This is an optimization exercise on Yosys and OpenROAD, whose aim is small area, a short achievable clock period and few clock cycles, not a production implementation.

==> flow/design.v <==
module wire_codec (
    input  wire        clk,
    input  wire        rst,             
    input  wire        start,
    input  wire [2:0]  start_op,
    input  wire [7:0]  start_n,         
    input  wire [15:0] start_cmd,       
    input  wire [7:0]  start_addr,      
    input  wire [7:0]  start_crc,       
    output reg         busy,
    input  wire        in_valid,
    input  wire [7:0]  in_data,
    output reg         in_ready,
    output reg         out_valid,
    output reg  [7:0]  out_data,
    input  wire        out_ready,
    output reg         done,
    output wire [15:0] status,
    output wire [7:0]  res_crc,
    output wire [7:0]  res_len
);
    localparam [2:0] OP_CRC_GEN   = 3'd0,
                     OP_CRC_CHECK = 3'd1,
                     OP_I2C_WRITE = 3'd2,
                     OP_I2C_READ  = 3'd3,
                     OP_SHDLC_TX  = 3'd4;
    function [7:0] crc_step;
        input [7:0] acc;
        input [7:0] b;
        integer k;
        reg [7:0] a;
        begin
            a = acc ^ b;
            for (k = 0; k < 8; k = k + 1) begin
                if (a[7]) a = {a[6:0], 1'b0} ^ 8'h31;
                else      a = {a[6:0], 1'b0};
            end
            crc_step = a;
        end
    endfunction
    function [7:0] crc_unstep;
        input [7:0] e;
        integer k;
        reg [7:0] a;
        begin
            a = e;
            for (k = 0; k < 8; k = k + 1) begin
                if (a[0]) a = {1'b1, a[7:1] ^ 7'h18};
                else      a = {1'b0, a[7:1]};
            end
            crc_unstep = a;
        end
    endfunction
    function is_reserved;
        input [7:0] b;
        begin
            is_reserved = (b == 8'h7E) || (b == 8'h7D) || (b == 8'h11) || (b == 8'h13);
        end
    endfunction
    reg s_fin;             
    reg s_crc;             
    reg s_wcmd;            
    reg s_whi, s_wlo;      
    reg s_wcrc;            
    reg s_rhi, s_rlo;      
    reg s_rcrc;            
    reg s_th0, s_th1, s_th2;  
    reg s_tpay;            
    reg s_tchk;            
    reg s_teof;            
    reg [7:0] cnt;         
    reg [7:0] acc;         
    reg [7:0] p0, p1;      
    reg       chk;         
    reg       bad;         
    reg       bcnt;        
    reg       esc;         
    reg       esc6, esc1;  
    reg [5:0] nlen;        
    reg       sk_valid;    
    reg [7:0] sk_data;
    assign status  = {14'd0, bcnt, bad};
    assign res_crc = acc;
    assign res_len = {1'b0, nlen, 1'b0};
    wire s_thdr = s_th0 | s_th1 | s_th2;
    wire s_t    = s_thdr | s_tpay | s_tchk | s_teof;
    wire take   = in_valid && in_ready;
    wire accept = start && !busy;
    wire a_crc  = (start_op == OP_CRC_GEN) || (start_op == OP_CRC_CHECK);
    wire a_chk  = (start_op == OP_CRC_CHECK);
    wire a_i2c  = (start_op == OP_I2C_WRITE) || (start_op == OP_I2C_READ);
    wire a_wr   = (start_op == OP_I2C_WRITE);
    wire a_rd   = (start_op == OP_I2C_READ);
    wire a_tx   = (start_op == OP_SHDLC_TX);
    wire a_bcnt = a_i2c && (start_n[0] || (start_n > 8'd64));
    wire cnt0   = (cnt == 8'd0);
    wire cnt1   = (cnt == 8'd1);
    wire room1  = !sk_valid;                  
    wire room2  = !out_valid;                 
    wire ostall = out_valid && !out_ready;    
    wire nfree  = !sk_valid && !ostall;       
    wire [7:0] crc_x   = acc ^ in_data;
    wire [7:0] crc_out = crc_step(acc, in_data);
    wire       match   = (crc_x == 8'd0);    
    wire       chk_eq  = (crc_x == p1);      
    wire [7:0] data_byte = ({8{s_wcmd | s_rcrc | s_thdr}} & p0)
                         | ({8{s_whi | s_wlo | s_tpay}} & in_data)
                         | ({8{s_wcrc | s_tchk}} & acc);
    wire       t_res     = is_reserved(data_byte);
    wire [7:0] esc_byte  = {1'b0, esc6, !esc6, 1'b1, esc6, esc6, esc1, !(esc6 && esc1)};
    wire t_go   = !esc && (s_tpay ? take : ((s_thdr | s_tchk) && room1));
    wire eof_go = !esc && s_teof && room1;
    wire esc_go = esc && room1;
    wire r_take = s_rcrc && take;
    wire r_ok   = r_take && !bad && match;
    wire wc_go  = (s_wcmd | s_wcrc) && room1;
    wire push2  = r_ok;
    wire push1  = (accept && ((a_wr && !a_bcnt) || a_tx))
                | wc_go | (take && (s_whi | s_wlo))
                | t_go | eof_go | esc_go | push2;
    wire [7:0] b1 = !busy  ? (a_tx ? 8'h7E : start_cmd[15:8])
                  : esc    ? esc_byte
                  : s_teof ? 8'h7E
                  : (s_t && t_res) ? 8'h7D
                  : data_byte;
    wire r_last = r_take && cnt1;
    wire finish = (s_fin && nfree)
                | (s_crc && ((take && cnt1) || cnt0))
                | (s_rhi && cnt0)
                | (r_last && !r_ok && nfree);
    wire to_fin = (accept && a_bcnt)
                | (s_wcmd && room1 && cnt0)
                | (s_wcrc && room1 && cnt1)
                | (r_last && (r_ok || !nfree))
                | eof_go
                | (s_fin && !nfree);
    wire sk_valid_d  = sk_valid ? !out_ready : (push2 || (push1 && ostall));
    wire out_valid_d = sk_valid || push1 || ostall;
    wire esc_d = t_go ? t_res : (esc && !esc_go);
    wire bad_d = accept ? (a_chk && start_crc != 8'hFF)
               : (s_crc && take) ? (chk && !chk_eq)
               : (bad || (r_take && !match));
    wire in_ready_d =
          (accept && (a_crc || (a_rd && !a_bcnt)) && start_n != 8'd0)
        | (s_crc  && !(take && cnt1) && !cnt0)
        | (s_wcmd && nfree && !cnt0)
        | (s_whi  && (sk_valid ? out_ready : !(take && ostall)))
        | (s_wlo  && !take && (!sk_valid || out_ready))
        | (s_wcrc && nfree && !cnt1)
        | (s_rhi  && !cnt0)
        | (s_rlo  && (!take || bad || nfree))
        | (s_rcrc && (take ? !cnt1 : (bad || nfree)))
        | (s_th2  && !esc && nfree && !cnt0 && !t_res)
        | (s_tpay && (take ? (!cnt1 && !ostall && !t_res)
                    : esc  ? nfree
                    : (!sk_valid || out_ready)));
    always @(posedge clk) begin
        if (!out_valid || out_ready)
            out_data <= sk_valid ? sk_data : b1;
        if (!sk_valid)
            sk_data <= push2 ? p1 : b1;
        out_valid <= out_valid_d;
        sk_valid  <= sk_valid_d;
        busy   <= accept || (busy && !finish);
        done   <= finish;
        s_fin  <= to_fin;
        s_crc  <= (accept && a_crc) || (s_crc && !finish);
        s_wcmd <= (accept && a_wr && !a_bcnt) || (s_wcmd && !room1);
        s_whi  <= (s_wcmd && room1 && !cnt0) || (s_wcrc && room1 && !cnt1) || (s_whi && !take);
        s_wlo  <= (s_whi && take) || (s_wlo && !take);
        s_wcrc <= (s_wlo && take) || (s_wcrc && !room1);
        s_rhi  <= (accept && a_rd && !a_bcnt) || (s_rhi && !take && !cnt0) || (r_take && !cnt1);
        s_rlo  <= (s_rhi && take) || (s_rlo && !take);
        s_rcrc <= (s_rlo && take) || (s_rcrc && !take);
        s_th0  <= (accept && a_tx) || (s_th0 && !t_go);
        s_th1  <= (s_th0 && t_go) || (s_th1 && !t_go);
        s_th2  <= (s_th1 && t_go) || (s_th2 && !t_go);
        s_tpay <= (s_th2 && t_go && !cnt0) || (s_tpay && !(t_go && cnt1));
        s_tchk <= (s_th2 && t_go && cnt0) || (s_tpay && t_go && cnt1) || (s_tchk && !t_go);
        s_teof <= (s_tchk && t_go) || (s_teof && !eof_go);
        in_ready <= in_ready_d;
        bad      <= bad_d;
        esc      <= esc_d;
        if (accept || (s_wcrc && room1) || r_take)
            acc <= 8'hFF;
        else if (t_go && !s_tchk)
            acc <= acc - (s_tpay ? in_data : p0);
        else if (take)
            acc <= crc_out;
        if (accept)
            p0 <= a_tx ? start_addr : start_cmd[7:0];
        else if ((s_rhi && take) || (s_thdr && t_go))
            p0 <= s_rhi ? in_data : p1;
        if (accept)
            p1 <= a_chk ? crc_unstep(start_crc) : start_cmd[7:0];
        else if ((s_rlo && take) || (s_thdr && t_go))
            p1 <= s_thdr ? cnt : in_data;
        if (accept)
            cnt <= a_i2c ? {1'b0, start_n[7:1]} : start_n;
        else if ((take && (s_crc | s_rcrc | s_tpay)) || (s_wcrc && room1))
            cnt <= cnt - 8'd1;
        if (accept) begin
            chk  <= a_chk;
            bcnt <= a_bcnt;
            nlen <= 6'd0;
        end else if (r_ok)
            nlen <= nlen + 6'd1;
        if (t_go) begin
            esc6 <= data_byte[6];
            esc1 <= data_byte[1];
        end
        if (rst) begin
            busy      <= 1'b0;
            done      <= 1'b0;
            in_ready  <= 1'b0;
            out_valid <= 1'b0;
            sk_valid  <= 1'b0;
            esc       <= 1'b0;
            s_fin     <= 1'b0;
            s_crc     <= 1'b0;
            s_wcmd    <= 1'b0;
            s_whi     <= 1'b0;
            s_wlo     <= 1'b0;
            s_wcrc    <= 1'b0;
            s_rhi     <= 1'b0;
            s_rlo     <= 1'b0;
            s_rcrc    <= 1'b0;
            s_th0     <= 1'b0;
            s_th1     <= 1'b0;
            s_th2     <= 1'b0;
            s_tpay    <= 1'b0;
            s_tchk    <= 1'b0;
            s_teof    <= 1'b0;
        end
    end
endmodule
Settings: LEC_CHECK=0, CAP_MARGIN=20, CORE_MARGIN=2, CORE_UTILIZATION=30, SETUP_SLACK_MARGIN=3.0, SLEW_MARGIN=20, TNS_END_PERCENT=0; clock period 5.0 ns.
standard.sh (not shown) runs the stock make flow with config.mk's settings and CLKGATE_MAP_FILE= SYNTH_SCRIPT=/design/flow/synth_recipe.tcl, a recipe that flattens the netlist after the stock synthesis.
==> flow/flow/run.sh <==
#!/bin/bash
# Standard layout, with the port buffers made from buf_4 cells instead of the smallest buffer.
set -euo pipefail
export BUFFER_PORTS_ARGS="-buffer_cell sky130_fd_sc_hd__buf_4"
bash standard.sh > standard_flow.log 2>&1
Edit:
--- a/flow/design.v
+++ b/flow/design.v
@@ -8,5 +8,5 @@
     input  wire [7:0]  start_addr,      
     input  wire [7:0]  start_crc,       
-    output reg         busy,
+    output wire        busy,
     input  wire        in_valid,
     input  wire [7:0]  in_data,
@@ -15,5 +15,5 @@
     output reg  [7:0]  out_data,
     input  wire        out_ready,
-    output reg         done,
+    output wire        done,
     output wire [15:0] status,
     output wire [7:0]  res_crc,
@@ -78,4 +78,5 @@
     reg       esc6, esc1;  
     reg [5:0] nlen;        
+    reg       inc;         
     reg       sk_valid;    
     reg [7:0] sk_data;
@@ -85,4 +86,8 @@
     wire s_thdr = s_th0 | s_th1 | s_th2;
     wire s_t    = s_thdr | s_tpay | s_tchk | s_teof;
+    reg  busy_r, done_r;
+    wire fin_now = s_fin && !sk_valid && (!out_valid || out_ready);
+    assign busy  = busy_r && !fin_now;
+    assign done  = done_r || fin_now;
     wire take   = in_valid && in_ready;
     wire accept = start && !busy;
@@ -106,7 +111,13 @@
     wire [7:0] data_byte = ({8{s_wcmd | s_rcrc | s_thdr}} & p0)
                          | ({8{s_whi | s_wlo | s_tpay}} & in_data)
-                         | ({8{s_wcrc | s_tchk}} & acc);
-    wire       t_res     = is_reserved(data_byte);
-    wire [7:0] esc_byte  = {1'b0, esc6, !esc6, 1'b1, esc6, esc6, esc1, !(esc6 && esc1)};
+                         | ({8{s_wcrc | s_tchk}} & acc)
+                         | ({8{!busy}} & start_cmd[15:8]);
+    wire       t_res     = (s_thdr && is_reserved(p0))
+                         | (s_tpay && is_reserved(in_data))
+                         | (s_tchk && is_reserved(acc));
+    wire       k_7e      = s_teof || !busy;
+    wire [7:0] k_byte    = esc ? {1'b0, esc6, !esc6, 1'b1, esc6, esc6, esc1, !(esc6 && esc1)}
+                               : {6'b011111, k_7e, !k_7e};
+    wire       use_k     = esc || s_teof || (!busy && a_tx) || t_res;
     wire t_go   = !esc && (s_tpay ? take : ((s_thdr | s_tchk) && room1));
     wire eof_go = !esc && s_teof && room1;
@@ -119,12 +130,7 @@
                 | wc_go | (take && (s_whi | s_wlo))
                 | t_go | eof_go | esc_go | push2;
-    wire [7:0] b1 = !busy  ? (a_tx ? 8'h7E : start_cmd[15:8])
-                  : esc    ? esc_byte
-                  : s_teof ? 8'h7E
-                  : (s_t && t_res) ? 8'h7D
-                  : data_byte;
+    wire [7:0] b1 = use_k ? k_byte : data_byte;
     wire r_last = r_take && cnt1;
-    wire finish = (s_fin && nfree)
-                | (s_crc && ((take && cnt1) || cnt0))
+    wire finish = (s_crc && ((take && cnt1) || cnt0))
                 | (s_rhi && cnt0)
                 | (r_last && !r_ok && nfree);
@@ -142,5 +148,5 @@
                : (bad || (r_take && !match));
     wire in_ready_d =
-          (accept && (a_crc || (a_rd && !a_bcnt)) && start_n != 8'd0)
+          (accept && (a_crc || a_rd))
         | (s_crc  && !(take && cnt1) && !cnt0)
         | (s_wcmd && nfree && !cnt0)
@@ -162,6 +168,6 @@
         out_valid <= out_valid_d;
         sk_valid  <= sk_valid_d;
-        busy   <= accept || (busy && !finish);
-        done   <= finish;
+        busy_r <= accept || (busy && !finish);
+        done_r <= finish;
         s_fin  <= to_fin;
         s_crc  <= (accept && a_crc) || (s_crc && !finish);
@@ -184,8 +190,6 @@
         if (accept || (s_wcrc && room1) || r_take)
             acc <= 8'hFF;
-        else if (t_go && !s_tchk)
-            acc <= acc - (s_tpay ? in_data : p0);
-        else if (take)
-            acc <= crc_out;
+        else if (take || (s_thdr && t_go))
+            acc <= (s_thdr | s_tpay) ? acc - (s_tpay ? in_data : p0) : crc_out;
         if (accept)
             p0 <= a_tx ? start_addr : start_cmd[7:0];
@@ -204,6 +208,7 @@
             bcnt <= a_bcnt;
             nlen <= 6'd0;
-        end else if (r_ok)
+        end else if (inc)
             nlen <= nlen + 6'd1;
+        inc <= r_ok;
         if (t_go) begin
             esc6 <= data_byte[6];
@@ -211,10 +216,11 @@
         end
         if (rst) begin
-            busy      <= 1'b0;
-            done      <= 1'b0;
+            busy_r    <= 1'b0;
+            done_r    <= 1'b0;
             in_ready  <= 1'b0;
             out_valid <= 1'b0;
             sk_valid  <= 1'b0;
             esc       <= 1'b0;
+            inc       <= 1'b0;
             s_fin     <= 1'b0;
             s_crc     <= 1'b0;
Effect:
- final area decreases by 1.8%
- area after synthesis is about the same
- count of clock-buffer cells in the layout is lower by 3
- die area barely changes
- setup slack gets better by 0.054 ns
Function was not checked in any run of this note: the RTL went through the layout flow alone.

## static timing again, ports no longer ideal
The flow's constraints put no driver on any port. The routed layouts listed below were extracted and timed again, unchanged, in two steps. Step 1 assumes that a clkbuf_16 drives the clock port and a buf_2 every other input. Step 2 times the ports against the registers' clock, not the clock port: input delays grow and output delays shrink by t, the midpoint of the rising clock arrivals with the driver on. Three values: no drivers, after step 1, after step 2; two values: the first two.
| run | t (ns) | slack for setup (ns) | slew at the worst register clock pin (ns) | worst slew at a driven data input, ns |
|---|---|---|---|---|
| the first run | 0.387 | 2.271 / 2.271 / 1.971 | 0.06 / 0.06 | 0.04 |
| the second run | 0.392 | 2.325 / 2.280 / 2.044 | 0.07 / 0.07 | 0.06 |
After both steps every run listed still meets setup and hold. For the first run, which loses most, drivers alone change the setup slack by 0.000 ns; drivers and shift together by -0.300 ns.
